From an optimization exercise on the open Yosys and OpenROAD flow, aimed at small area; shortcuts taken in it are not production practice.
Function was checked by simulation only, so behaviour that the tests miss may differ from the original.
No activity file was given, so power comes from the tool's default toggle rates.

===== flow/config.mk =====
export PLATFORM = sky130hd
export DESIGN_NAME = mbfs
export DESIGN_NICKNAME = mbfs
export VERILOG_FILES = /design/flow/design.v
export SDC_FILE = /design/flow/constraint.sdc
export NUM_CORES = 4
export LEC_CHECK = 0
export CAP_MARGIN = 20
export CORE_MARGIN = 2
export CORE_UTILIZATION = 65
export CTS_CLUSTER_DIAMETER = 60
export CTS_CLUSTER_SIZE = 30
export PLACE_DENSITY = 0.75
export SLEW_MARGIN = 20

===== flow/constraint.sdc =====
create_clock -name core_clock -period 30.0 [get_ports {clk}]
set_input_delay 6.0000 -clock core_clock [delete_from_list [all_inputs] [get_ports {clk}]]
set_output_delay 6.0000 -clock core_clock [all_outputs]
set_load 0.01 [all_outputs]

===== flow/design.v =====
module mbfs (
    input             clk,
    input             rst,
    input             start,
    input      [31:0] timeout_ms,
    input             req_en,
    input      [6:0]  sink_mask,
    input             tick_1ms,
    output            busy,
    output reg        done,
    output reg [3:0]  result,
    output     [3:0]  flags,
    output reg [31:0] frame_hdr,
    output reg [7:0]  vf_cs,
    output reg        cfg_strobe,
    output     [1:0]  cfg_parity,
    output            flush_req,
    input             flush_done,
    output            tx_valid,
    output     [7:0]  tx_data,
    input             tx_ready,
    input             rx_valid,
    input      [7:0]  rx_data,
    output            rx_pop,
    output reg        meas_valid,
    output reg [2:0]  meas_kind,
    output reg [63:0] meas_raw,
    output     [2:0]  meas_exp
);
    localparam [3:0] R_OK        = 4'd0,
                     R_NOSTART   = 4'd1,
                     R_SUSPLEN   = 4'd2,
                     R_TIMEOUT   = 4'd4,
                     R_BADHDR    = 4'd6,
                     R_BADPAYLEN = 4'd8,
                     R_BADLCODE  = 4'd9;
    localparam [4:0] P_IDLE      = 5'd0,
                     P_W1_FLUSH  = 5'd1,
                     P_W2_SETTLE = 5'd2,
                     P_W3_PREAMB = 5'd3,
                     P_W4_FLUSH  = 5'd4,
                     P_W4_PAUSE  = 5'd5,
                     P_W5_SETTLE = 5'd6,
                     P_REQ_SEND  = 5'd7,
                     P_REQ_FLUSH = 5'd8,
                     P_RX_START  = 5'd9,
                     P_RX_LEN    = 5'd10,
                     P_RX_BODY   = 5'd11,
                     P_D_ALIGN   = 5'd12,
                     P_D_TOKEN   = 5'd13,
                     P_D_SKIP    = 5'd14,
                     P_D_CONV    = 5'd15;
    localparam [2:0] S_HDR = 3'd0,
                     S_DIF = 3'd1,
                     S_VIF = 3'd2,
                     S_VAL = 3'd3,
                     S_END = 3'd4;
    localparam [7:0] START_BYTE = 8'h68;
    localparam [7:0] FILLER     = 8'h2F;
    localparam [7:0] END_TOKEN  = 8'hE0;    
    localparam integer C        = 8;        
    localparam integer NINS     = 27;       
    localparam integer RING     = 212;
    localparam [7:0]   LASTPOS  = RING - 1;
    reg [4:0]  phase;
    reg [2:0]  ps;
    reg [31:0] budget;         
    reg        req_en_r;
    reg [6:0]  mask_r;
    reg        cs_valid;       
    reg        w_bcd;
    wire       cs_match    = (sum == vf_cs);
    wire       checksum_ok = cs_valid && cs_match;
    wire       w_cs        = cs_valid && !cs_match;
    reg [9:0]  cnt;            
    reg [4:0]  k;              
    reg [7:0]  sum;
    reg        hdr_ok;
    reg        abort9;
    reg        rec_pub;
    reg        rec_bcd;
    reg [3:0]  rec_vlen;
    reg        cv;             
    reg [8*RING-1:0] ring;
    wire [7:0] head = ring[8*RING-1 -: 8];
    reg [7:0]  wpos;           
    reg        wv;             
    reg [4:0]  wi;             
    reg [7:0]  wd;             
    reg [7:0]  rpos;           
    reg [63:0] dl;             
    reg [7:0]  dv;             
    assign busy       = (phase != P_IDLE);
    assign flags      = {w_bcd, w_cs, checksum_ok, busy};
    assign flush_req  = (phase == P_W1_FLUSH) || (phase == P_W4_FLUSH) || (phase == P_REQ_FLUSH);
    assign tx_valid   = (phase == P_W3_PREAMB) || (phase == P_REQ_SEND);
    assign rx_pop     = (phase == P_RX_START) || (phase == P_RX_LEN) || (phase == P_RX_BODY);
    assign cfg_parity = {1'b0, phase == P_W5_SETTLE};
    reg [7:0] req_byte;
    always @(*) begin
        case (cnt[2:0])
            3'd5:    req_byte = 8'h10;
            3'd4:    req_byte = 8'h5B;
            3'd3:    req_byte = 8'hFE;
            3'd2:    req_byte = 8'h59;
            default: req_byte = 8'h16;
        endcase
    end
    assign tx_data = (phase == P_W3_PREAMB) ? 8'h55 : req_byte;
    reg [2:0] exp_of;
    always @(*) begin
        case (meas_kind)
            3'd0:    exp_of = 3'd0;
            3'd1:    exp_of = -3'd2;
            3'd2:    exp_of = 3'd2;
            3'd3:    exp_of = -3'd3;
            3'd4:    exp_of = -3'd1;
            3'd5:    exp_of = -3'd1;
            default: exp_of = -3'd2;
        endcase
    end
    assign meas_exp = exp_of;
    wire [3:0] lc = rx_data[3:0];
    reg  [3:0] lc_vlen;
    always @(*) begin
        case (lc)
            4'd0:  lc_vlen = 4'd0;
            4'd1:  lc_vlen = 4'd1;
            4'd2:  lc_vlen = 4'd2;
            4'd3:  lc_vlen = 4'd3;
            4'd4:  lc_vlen = 4'd4;
            4'd5:  lc_vlen = 4'd4;
            4'd6:  lc_vlen = 4'd6;
            4'd7:  lc_vlen = 4'd8;
            4'd9:  lc_vlen = 4'd1;
            4'd10: lc_vlen = 4'd2;
            4'd11: lc_vlen = 4'd3;
            4'd12: lc_vlen = 4'd4;
            4'd14: lc_vlen = 4'd6;
            4'd15: lc_vlen = 4'd8;
            default: lc_vlen = 4'd0;
        endcase
    end
    wire lc_bcd = (lc == 4'd9) || (lc == 4'd10) || (lc == 4'd11) ||
                  (lc == 4'd12) || (lc == 4'd14);
    reg       vif_known;
    reg [2:0] vif_kind;
    always @(*) begin
        vif_known = 1'b1;
        vif_kind  = 3'd0;
        case (rx_data)
            8'h06: vif_kind = 3'd0;
            8'h14: vif_kind = 3'd1;
            8'h2D: vif_kind = 3'd2;
            8'h3B: vif_kind = 3'd3;
            8'h5A: vif_kind = 3'd4;
            8'h5E: vif_kind = 3'd5;
            8'h61: vif_kind = 3'd6;
            default: vif_known = 1'b0;
        endcase
    end
    wire vif_pub = vif_known && mask_r[vif_kind];
    function bcd_bad;
        input [7:0] b;
        bcd_bad = (b[7] && (b[6] || b[5])) || (b[3] && (b[2] || b[1]));
    endfunction
    wire expire = tick_1ms && (budget[31:1] == 31'd0);
    wire take   = rx_valid && !expire;
    wire last   = (cnt[7:0] == 8'd1);
    wire push_tok = (phase == P_RX_BODY) && take && !last && (ps == S_VIF) && vif_pub;
    wire push_val = (phase == P_RX_BODY) && take && !last && (ps == S_VAL) && rec_pub;
    wire push_end = (phase == P_RX_BODY) && take && last;
    wire push     = push_tok || push_val || push_end;
    wire [7:0] push_data = push_tok ? {vif_kind, rec_bcd, rec_vlen} :
                           push_val ? rx_data : END_TOKEN;
    reg  [2:0] ds;
    integer d;
    always @(*) begin
        ds = 3'd0;
        for (d = 0; d < 8; d = d + 1)
            if (dv[d])
                ds = d[2:0];
    end
    wire       dany  = (dv != 8'd0);
    wire       wr    = dany && (wpos[2:0] == 3'd0);
    wire       clear = (phase == P_W3_PREAMB);
    reg [8*RING-1:0] ring_nx;
    integer j;
    always @(*) begin
        ring_nx = {ring[8*RING-9:0], head & {8{!clear}}};
        for (j = 0; j < NINS; j = j + 1)
            if (wv && wi == j)
                ring_nx[8*C*j +: 8] = ring_nx[8*C*j +: 8] | wd;
    end
    always @(posedge clk)
        meas_raw <= load ? ld_val : conv;
    always @(posedge clk) begin
        ring <= ring_nx;
        dl <= {dl[55:0], push_data};
        wd <= dl[8*ds +: 8];
        wi <= wpos[7:3];
    end
    wire head_end = (head[7:5] == 3'b111);
    wire at_head  = (rpos == LASTPOS);
    wire consume  = at_head && ((phase == P_D_TOKEN) || (phase == P_D_SKIP));
    wire load     = at_head && (phase == P_D_TOKEN) && !head_end;
    reg [63:0] ld_val;
    reg        ld_bad;
    integer b;
    always @(*) begin
        ld_bad = 1'b0;
        for (b = 0; b < 8; b = b + 1) begin
            ld_val[8*b +: 8] = ({1'b0, b[2:0]} < head[3:0]) ? ring[8*(RING-2-b) +: 8] : 8'h00;
            if (bcd_bad(ld_val[8*b +: 8]))
                ld_bad = 1'b1;
        end
    end
    wire [63:0] rot = {meas_raw[0], meas_raw[63:1]};
    reg  [63:0] conv;
    integer i;
    always @(*) begin
        conv = rot;
        for (i = 0; i < 12; i = i + 1) begin
            if (rot[4*i+3] && ({4'd0, cnt[5:0]} <= 10'd59 - 10'd4 * i))
                conv[4*i +: 4] = rot[4*i +: 4] - 4'd3;
        end
    end
    always @(posedge clk) begin
        if (!wr)
            wpos <= (wpos == LASTPOS) ? 8'd0 : wpos + 8'd1;
        if (!consume)
            rpos <= (rpos == LASTPOS) ? 8'd0 : rpos + 8'd1;
        dv <= {dv[6:0] & ~(wr ? (7'd1 << ds) : 7'd0), push};
        wv <= wr;
        if (phase == P_RX_LEN) begin
            wpos <= 8'd1;
            wv   <= 1'b0;
            rpos <= LASTPOS;
            dv   <= 8'd0;
        end
    end
    always @(posedge clk) begin
        if (rst) begin
            phase       <= P_IDLE;
            done        <= 1'b0;
            result      <= R_OK;
            cs_valid    <= 1'b0;
            w_bcd       <= 1'b0;
            cfg_strobe  <= 1'b0;
            meas_valid  <= 1'b0;
        end else begin
            done       <= 1'b0;
            cfg_strobe <= 1'b0;
            meas_valid <= 1'b0;
            case (phase)
                P_IDLE: begin
                    if (start) begin
                        budget      <= timeout_ms;
                        req_en_r    <= req_en;
                        mask_r      <= sink_mask;
                        cs_valid    <= 1'b0;
                        w_bcd       <= 1'b0;
                        phase       <= P_W1_FLUSH;
                    end
                end
                P_W1_FLUSH: begin
                    if (flush_done) begin
                        cfg_strobe <= 1'b1;
                        cnt        <= 10'd50;
                        phase      <= P_W2_SETTLE;
                    end
                end
                P_W2_SETTLE: begin
                    if (tick_1ms) begin
                        cnt <= cnt - 10'd1;
                        if (cnt == 10'd1) begin
                            cnt   <= 10'd528;
                            phase <= P_W3_PREAMB;
                        end
                    end
                end
                P_W3_PREAMB: begin
                    if (tx_ready) begin
                        cnt <= cnt - 10'd1;
                        if (cnt == 10'd1)
                            phase <= P_W4_FLUSH;
                    end
                end
                P_W4_FLUSH: begin
                    if (flush_done) begin
                        cnt   <= 10'd350;
                        phase <= P_W4_PAUSE;
                    end
                end
                P_W4_PAUSE: begin
                    if (tick_1ms) begin
                        cnt <= cnt - 10'd1;
                        if (cnt == 10'd1) begin
                            cfg_strobe <= 1'b1;
                            cnt        <= 10'd10;
                            phase      <= P_W5_SETTLE;
                        end
                    end
                end
                P_W5_SETTLE: begin
                    if (tick_1ms) begin
                        cnt <= cnt - 10'd1;
                        if (cnt == 10'd1) begin
                            if (req_en_r) begin
                                cnt   <= 10'd5;
                                phase <= P_REQ_SEND;
                            end else begin
                                phase <= P_RX_START;
                            end
                        end
                    end
                end
                P_REQ_SEND: begin
                    if (tx_ready) begin
                        cnt <= cnt - 10'd1;
                        if (cnt == 10'd1)
                            phase <= P_REQ_FLUSH;
                    end
                end
                P_REQ_FLUSH: begin
                    if (flush_done)
                        phase <= P_RX_START;
                end
                P_RX_START, P_RX_LEN, P_RX_BODY: begin
                    if (tick_1ms)
                        budget <= budget - 32'd1;
                    if (expire) begin
                        result <= (phase == P_RX_START) ? R_NOSTART : R_TIMEOUT;
                        w_bcd  <= 1'b0;
                        done   <= 1'b1;
                        phase  <= P_IDLE;
                    end else if (take) begin
                        case (phase)
                            P_RX_START: begin
                                if (rx_data == START_BYTE)
                                    phase <= P_RX_LEN;
                            end
                            P_RX_LEN: begin
                                frame_hdr[7:0] <= rx_data;
                                cnt    <= {2'd0, rx_data} + 10'd3;
                                k      <= 5'd0;
                                ps     <= S_HDR;
                                sum    <= 8'd0;
                                abort9 <= 1'b0;
                                if (rx_data == 8'd0 || rx_data > 8'd250) begin
                                    result <= R_SUSPLEN;
                                    done   <= 1'b1;
                                    phase  <= P_IDLE;
                                end else begin
                                    phase <= P_RX_BODY;
                                end
                            end
                            default: begin  
                                cnt <= cnt - 10'd1;
                                if (!last && !(ps == S_HDR && k < 5'd2))
                                    sum <= sum + rx_data;
                                if (last) begin
                                    vf_cs <= rx_data;
                                    if (!hdr_ok) begin
                                        result <= R_BADHDR;
                                        w_bcd  <= 1'b0;
                                        done   <= 1'b1;
                                        phase  <= P_IDLE;
                                    end else begin
                                        cs_valid <= 1'b1;
                                        if (frame_hdr[7:2] == 6'd0) begin
                                            result <= R_BADPAYLEN;
                                            done   <= 1'b1;
                                            phase  <= P_IDLE;
                                        end else begin
                                            phase <= P_D_ALIGN;
                                        end
                                    end
                                end
                                case (ps)
                                    S_HDR: begin
                                        k <= k + 5'd1;
                                        if (k == 5'd1)
                                            hdr_ok <= (rx_data == START_BYTE);
                                        if (k == 5'd2)
                                            frame_hdr[15:8] <= rx_data;
                                        if (k == 5'd3)
                                            frame_hdr[23:16] <= rx_data;
                                        if (k == 5'd4)
                                            frame_hdr[31:24] <= rx_data;
                                        if (k == 5'd16)
                                            ps <= S_DIF;
                                    end
                                    S_DIF: begin
                                        if (cnt[7:0] < 8'd3) begin
                                            ps <= S_END;
                                        end else if (rx_data == FILLER) begin
                                            ps <= S_DIF;
                                        end else if (lc == 4'd8 || lc == 4'd13) begin
                                            abort9 <= 1'b1;
                                            ps     <= S_END;
                                        end else if (cnt[7:0] < {4'd0, lc_vlen} + 8'd3) begin
                                            ps <= S_END;
                                        end else begin
                                            rec_bcd  <= lc_bcd;
                                            rec_vlen <= lc_vlen;
                                            ps       <= S_VIF;
                                        end
                                    end
                                    S_VIF: begin
                                        rec_pub <= vif_pub;
                                        k       <= {1'b0, rec_vlen};
                                        ps      <= (rec_vlen == 4'd0) ? S_DIF : S_VAL;
                                    end
                                    S_VAL: begin
                                        if (rec_bcd && bcd_bad(rx_data))
                                            w_bcd <= 1'b1;
                                        k <= k - 5'd1;
                                        if (k == 5'd1)
                                            ps <= S_DIF;
                                    end
                                    default: ;
                                endcase
                            end
                        endcase
                    end
                end
                P_D_ALIGN: begin                            
                    if (!dany && !wv)
                        phase <= P_D_TOKEN;
                end
                P_D_TOKEN: begin
                    cnt <= cnt + 10'd1;
                    if (at_head) begin
                        meas_kind <= head[7:5];
                        k         <= {1'b0, head[3:0]};
                        cnt       <= 10'd0;
                        cv        <= head[4] && !ld_bad;
                        if (head_end) begin
                            result <= abort9 ? R_BADLCODE : R_OK;
                            done   <= 1'b1;
                            phase  <= P_IDLE;
                        end else begin
                            if (!head[4])
                                meas_valid <= 1'b1;
                            if (head[3:0] != 4'd0)
                                phase <= P_D_SKIP;
                        end
                    end
                end
                P_D_SKIP: begin                             
                    cnt <= cnt + 10'd1;
                    k   <= k - 5'd1;
                    if (k == 5'd1)
                        phase <= cv ? P_D_CONV : P_D_TOKEN;
                end
                P_D_CONV: begin
                    cnt <= cnt + 10'd1;
                    if (cnt[5:0] == 6'd63) begin
                        meas_valid <= 1'b1;
                        phase      <= P_D_TOKEN;
                    end
                end
                default: phase <= P_IDLE;
            endcase
        end
    end
endmodule

===== flow/flow/run.sh =====
#!/bin/bash
# The standard layout (standard.sh, with flow/config.mk's settings), with two
# changes: the port buffers use the smallest buffer cell, and clock tree
# synthesis inserts no dummy loads. The whole ORFS output goes to
# standard.log; each step's own log is under orfs/logs/.
set -euo pipefail
export BUFFER_PORTS_ARGS="-buffer_cell sky130_fd_sc_hd__buf_1"
export CTS_ARGS="-sink_clustering_enable -repair_clock_nets -sink_clustering_size 30 -sink_clustering_max_diameter 60 -dont_use_dummy_load"
bash standard.sh > standard.log 2>&1

===== flow/standard.sh =====
#!/bin/bash
# synth_recipe.tcl (not shown) runs the flow's synth.tcl, then flattens the netlist and writes it again
# the make line also repeats each setting of config.mk as NAME=value (left out here)
make -C /OpenROAD-flow-scripts/flow DESIGN_CONFIG=/design/flow/config.mk WORK_HOME=/design/flow/orfs CLKGATE_MAP_FILE= SYNTH_SCRIPT=/design/flow/synth_recipe.tcl "${@:-finish}"

==> results.txt, run 1 <==
Critical Path Start phase[1]; Max-slew headroom 19.3%; maximum clock path buffer count 3; Area Growth Syn to Fin 8.00%; reg2reg start cnt[5]; setup bufs post-CTS 0; EDFF count, synth 118; GRT busiest layer met2; synthesized area per cell 14.4 sq um; Slew @ Worst Pin 1190 ps; dpl ws 20730 ps; GR Util met3 3.32%; grt met1 use 32.3%; CTS tree done; placed instance area 52100 sq um; sw frac 21.9%; Clk pwr share 29.6%; Final setup viols 0; main flop type after synthesis dfxtp_1; R2R depth 6; startpoint types flop; Die Wd 282 microns; Vias 24700; die area 79700 sq um; Root Driver clkbuf_16; critical path type reg -> out; number of antenna violations at the first check in global routing 0; Gate power share 5.5%; Layout Nets 3792; Cell Int Power 3.33 mW; largest net degree at the start of global routing 129; I/O Buffers 187; initial core utilization 65.3%; Yosys cell types 82; R2R setup slack 26510 ps; endpoints failing hold 0; Worst path max stage delay 520 ps; status no timing/DRC/antenna violations; sequential-to-total area share from yosys stat 81.6%; asr flop ratio synth 0%; Synth Cell Area 50400 sq um; DRT Wirelength 90.5 mm; Top Ports 190; hold buffers post-CTS 0; first-pass GRT wire length 139 mm; required time of the critical path 24000 ps; Finished Cell Area 54400 sq um; Congestion Overflow GR 0; crit path DAT 2750 ps; hold_sp ring[279]; GR Layer Usage met2 37.0%; Final Cycle Share 29.2%; Total GRT Usage 22.7%; Cell Pwr Density 78.4 nW/um^2; Fin Setup TNS 0 ps; routed length per instance 19.1 microns; # rows 102; Max VDD drop 63.3 uV; Pleak 22.7 nW; Hold Slack 260 ps; NetSw 0.935 mW; Initial DRC Count 1871; clock slew at reported path FFs 100 ps; RD Place Congestion 0.894; Hold Path Stages 0; Cell Chain, Critical Path buf_4 > nor2b_1 > nand3_1 > and2_1 > buf_1; sequential share of power 65.0%; layout cells sized above 1 4.71%; fmax 114 MHz; Final Slew Violations 0; Max Cap Viol 0; HP Class reg -> reg; Die Y 282 microns; core area 77100 sq um; Synth warnings 1; slowest CP cell nand3_1; nets in the synthesized netlist 3606; vias in the first global route 24300; post-DP HPWL 54.8 mm; Setup crit end kind output pin; CP delay by family, top simple AND/OR/NAND/NOR gates; post_cts resized 0; Final Core Density 70.6%; buffers and inverters on the worst path 2; CTS Buf Count 88; reg2reg end phase[3]; CTS sink count 1993; DRC 0; H-tree Lvls 3; via-per-instance ratio 5.22; clk latency of the worst-skew pair 670 ps; RSZ-0062 raised after global routing false; Period minus WS final 8750 ps; Routed Antenna Nets 0; clk_skew 79.2 ps; synthesized flop and latch total 1993; Initial DRT Pass Iterations 6; Crit Path Max Fanout 40; final setup margin 21250 ps; hold worst-path end ring[287]; Gate Count Post-Synth 3507
## sequential cells by signal, indices dropped and copies added (netlist names), 10 cells and up
| signal | cells |
|---|---|
| ring | 1696 |
| dl | 64 |
| meas_raw | 64 |
| budget | 32 |
| frame_hdr | 32 |
| cnt | 10 |
## final cells by class
| type | count | area [sq um] |
|---|---|---|
| Sequential cell | 1993 | 41100 |
| Fill cell | 5126 | 22700 |
| Multi-Input combinational cell | 1365 | 8760 |
| Clock buffer | 88 | 2200 |
| Tap cell | 1040 | 1300 |
| Timing Repair Buffer | 212 | 913 |
| Inverter | 33 | 124 |
| Antenna cell | 3 | 7.51 |
## power by group through the flow
| stage | clock network (mW) | logic (mW) | registers, mW |
|---|---|---|---|
| after floorplan | 0 | 0.174 | 2.80 |
| after global placement | 0 | 0.223 | 2.83 |
| after detailed placement | 0 | 0.226 | 2.83 |
| after CTS | 1.29 | 0.229 | 2.77 |
| after global routing | 1.37 | 0.260 | 2.78 |
| final | 1.26 | 0.233 | 2.77 |
## cell usage after synthesis (all sizes together), types with 18 or more instances
library cell,count,area [sq um]
nor3,48,240
o21ai,114,571
edfxtp,118,3540
nand3,56,280
nand2b,18,113
ha,43,538
inv,33,124
buf,32,164
nor4,20,138
and3,26,163
a21oi,137,686
nand2,185,694
dfxtp,1875,37500
a21o,214,1610
xnor2,50,438
xor2,49,429
nor2,123,462
clkbuf,84,315
mux2,19,214
## layout by cell type (no fill, tap or decap), types with 26 or more instances in the layout
cell type	netlist	routed
buf_1	21	187
xnor2_1	50	50
ha_1	43	43
and3_1	26	26
dfxtp_1	1875	1867
a21oi_1	137	137
nand2_1	185	185
edfxtp_1	118	118
xor2_1	49	49
nor3_1	48	44
clkbuf_16	0	88
o21ai_0	114	113
a21o_1	214	214
nor2_1	123	121
inv_1	32	32
nand3_1	56	55
## per-layer routing
metal | part of all wire (%) | vias to the layer above
li1 | - | 12100
met3 | 5.1 | 117
met2 | 46 | 568
met1 | 47 | 11900
met4 | 1.7 | 0
met5 | 0 | -
## worst max-delay path by stage
stage / to / slack [ps] / cells past startpoint
floorplan: budget[0] / 21800 / 3
global placement: rec_vlen[1] / 20720 / 11
detailed placement: rec_vlen[1] / 20730 / 11
CTS: rx_pop / 21100 / 4
global route: rec_vlen[3] / 21050 / 11
finish: tx_data[5] / 21250 / 5
## per-stage QoR
step,instances,power [mW]
after global routing,4731,4.41
after CTS,4730,4.28
after global placement,4642,3.05
after detailed placement,4642,3.05
after floorplan,3507,2.98
final,4734,4.26
## kinds of logic (layout without fill, tap and decap cells)
| family | Yosys count | in the layout | share of synthesized area [%] |
|---|---|---|---|
| other | 2 | 5 | 0.0149 |
| DFF | 1993 | 1993 | 81.6 |
| muxes | 35 | 35 | 0.743 |
| and+or+nand+nor | 573 | 573 | 5.58 |
| adders and majority gates | 45 | 45 | 1.13 |
| xor gates and xnor gates | 99 | 99 | 1.72 |
| buffers and inverters | 149 | 333 | 1.20 |
| AOI/OAI and AO/OA | 611 | 611 | 8.06 |
==> inputs of run 2 (changes only) <==
==> flow/flow/run.sh (replaced) <==
#!/bin/bash
# The standard layout (standard.sh, with flow/config.mk's settings), with
# these changes: the port buffers use the smallest buffer cell, and clock tree
# synthesis clusters the flip-flops into groups of at most 10 within 35 um,
# each driven by a clkbuf_4, and inserts no dummy loads. The whole ORFS output
# goes to standard.log; each step's own log is under orfs/logs/.
set -euo pipefail
export BUFFER_PORTS_ARGS="-buffer_cell sky130_fd_sc_hd__buf_1"
export CTS_ARGS="-sink_clustering_enable -repair_clock_nets -sink_clustering_size 10 -sink_clustering_max_diameter 35 -sink_clustering_buffer sky130_fd_sc_hd__clkbuf_4 -dont_use_dummy_load"
bash standard.sh > standard.log 2>&1
--- a/flow/config.mk
+++ b/flow/config.mk
@@ -8,7 +8,5 @@
 export CAP_MARGIN = 20
 export CORE_MARGIN = 2
 export CORE_UTILIZATION = 65
-export CTS_CLUSTER_DIAMETER = 60
-export CTS_CLUSTER_SIZE = 30
 export PLACE_DENSITY = 0.75
 export SLEW_MARGIN = 20
==> run 2 against run 1 <==
Compared with the run above: still clean; count of clock-buffer cells in the layout rose by 147; wire length shrank 2.1%; non-clock buffer count is the same; hold slack better by 22 ps; sequential power about the same; synthesized cell count unchanged; cell count up 3.0%; design area fell by 0.27%; critical endpoint unchanged; highest routed layer unchanged.
==> results.txt, run 2 <==
Synth area leader dfxtp_1; RSZ-0062 raised after global routing false; Area Growth Syn to Fin 7.70%; n_diodes 0; maximum clock path buffer count 3; Die Y 282 microns; Fin Setup TNS 0 ps; Synth warnings 1; status no timing/DRC/antenna violations; Root Driver clkbuf_16; main flop type after synthesis dfxtp_1; post_cts resized 0; post-DP HPWL 54.8 mm; HP Class reg -> reg; complex-gate fraction of the synthesized area 8.06%; Yosys cell types 82; fillers 5211; clk_skew 97.2 ps; CTS sink count 1993; routed length per instance 18.2 microns; Final Cycle Share 29.4%; RD Place Congestion 0.894; Crit Path Max Fanout 40; CTS tree done; critical path type reg -> out; I/O Buffers 187; DRT Wirelength 88.6 mm; hold buffers post-CTS 0; Total GRT Usage 22.6%; initial core utilization 65.3%; Area contributors post-synth dfxtp_1 (75%), edfxtp_1 (7.0%), a21o_1 (3.2%); Setup crit end kind output pin; share of the synthesized area in the top cell type 74.5%; Max Cap Viol 0; clock slew at reported path FFs 100 ps; largest net degree at the start of global routing 129; Slew @ Worst Pin 1170 ps; post-synthesis adder-cell area fraction 1.13%; most frequent cells in the layout dfxtp_1 (1867), clkbuf_4 (218), a21o_1 (214); Die Wd 282 microns; Final setup viols 0; Synth Cell Area 50400 sq um; asr flop ratio synth 0%; Total Power 4.19 mW; number of antenna violations at the first check in global routing 0; top-count cell post-synth dfxtp_1; R2R setup slack 26480 ps; EDFF count, synth 118; top cells by count, synth dfxtp_1 (1875), a21o_1 (214), nand2_1 (185); startpoint types flop; synthesized area per cell 14.4 sq um; slowest CP cell nand3_1; layout cells sized above 1 8.36%; Congestion Overflow GR 0; Top Ports 190; Max VDD drop 49.2 uV; Simple-Gate Fraction of Synth Area 5.58%; Routed Antenna Nets 0; clk latency of the worst-skew pair 730 ps; setup bufs post-CTS 0; core area 77100 sq um; Initial DRC Count 1851; die area 79700 sq um; nets in the synthesized netlist 3606; Cell Chain, Critical Path buf_4 > nor2b_1 > nand3_1 > and2_1 > buf_1; Layout Nets 3939; Gate Count Post-Synth 3507; XOR/XNOR share of the synthesized area 1.72%; Largest Register ring; first-pass GRT wire length 138 mm; mux contribution to synthesized area 0.743%; Cell Pwr Density 77.2 nW/um^2; Initial DRT Pass Iterations 5; fmax 113 MHz; Final Slew Violations 0; DRC 0; Pleak 22.8 nW; Vias 25400; Top Registers ring (1696), dl (64), meas_raw (64); via-per-instance ratio 5.21; Max-slew headroom 21.0%; vias in the first global route 25200; commonest non-fill, non-tap cell in the layout dfxtp_1; largest family of logic cells by synthesized area compound AO/OA/AOI/OAI gates; Worst path max stage delay 500 ps; max FFs per register 1696; crit path DAT 2820 ps; synthesized flop and latch total 1993; Period minus WS final 8820 ps; # rows 102; required time of the critical path 24000 ps; sequential-to-total area share from yosys stat 81.6%; endpoints failing hold 0; CTS Buf Count 235; H-tree Lvls 4
[run 2: cell count changes in the layout (fill, tap and decap cells not counted), sizes merged]
cell / before / now
clkbuf: 88 / 235
diode: 3 / 0
[run 2: per-stage QoR]
stage / utilization [%] / hold slack (ps) / instance area, sq um / setup WS (ps) / cells
after CTS: 70.3 / 287 / 54200 / 21000 / 4877
after floorplan: - / 310 / 50400 / 21800 / 3507
after global routing: 70.4 / 275 / 54300 / 21090 / 4878
after global placement: 67.6 / 310 / 52100 / 20720 / 4642
after detailed placement: 67.6 / 312 / 52100 / 20730 / 4642
final: 70.4 / 282 / 54300 / 21180 / 4878
[run 2: worst paths after layout]
kind / start / to / cells past startpoint
setup / recovery: phase[1] / tx_data[5] / 5
hold / removal: ring[1615] / ring[1623] / 0
setup reg to reg: cnt[5] / phase[3] / 6
hold reg to reg: ring[1615] / ring[1623] / 0
[run 2: metal layers]
metal	share of wire, %	vias up	global-route usage [%]
met5	0	-	0
met4	2.3	0	8.26
met3	5.5	169	4.86
met2	45	654	35.2
met1	47	12100	31.4
li1	-	12500	-
[run 2: cell type report]
class / instances / area, sq um / share of cell area, %
clock buffers: 235 / 2060 / 3.80
inverters: 33 / 124 / 0.228
multi-input cells: 1365 / 8760 / 16.1
flip-flops and latches: 1993 / 41100 / 75.7
well taps: 1040 / 1300 / 2.40
repair buffers: 212 / 913 / 1.68
[run 2: cell families (layout without fill, tap and decap cells)]
group	after synthesis	after routing
DFF	1993	1993
muxes	35	35
adders and majority gates	45	45
AOI/OAI and AO/OA	611	611
buffers and inverters	149	480
and+or+nand+nor	573	573
xor gates and xnor gates	99	99
other	2	2
[run 2: report_power, final]
part	internal (mW)	total, mW	leakage, nW	switching (mW)
sequential	2.71	2.77	16.2	0.0552
clock	0.438	1.19	1.21	0.747
combinational	0.0864	0.232	5.45	0.146
[run 2: critical path, delay by kind of cell, from the launching register on]
family	cells	cell delay, ps
AND/OR/NAND/NOR	3	1250
flip-flops	1	380
buffers and inverters	2	510

==> port drivers added, routing unchanged <==
Ports are ideal in the flow. The routed layouts listed here were re-timed in OpenROAD. Step 1 sets driving cells, clkbuf_16 on the clock port and buf_2 on the other inputs (assumed; they add their load-dependent delay and slew). Step 2 adds t to the input delays and takes it off the output delays; t is the mean of the earliest and latest rising clock arrival at the registers after step 1. Input paths then give back, and output paths get back, about the clock's delay inside the block. a / b / c = no drivers / after step 1 / after step 2; a / b = the first two.
run | shift t [ns] | setup slack, ns | hold WS [ns] | worst slew at a driven data input, ns
run 1 | 0.688 | 21.248 / 21.185 / 20.706 | 0.260 / 0.260 / 0.260 | 0.09
run 2 | 0.746 | 21.175 / 21.110 / 20.707 | 0.282 / 0.282 / 0.282 | 0.09
After both steps setup and hold are still met in every run listed. The setup slack of run 1, which loses most, moves by -0.063 ns with the drivers and by -0.542 ns with both steps.
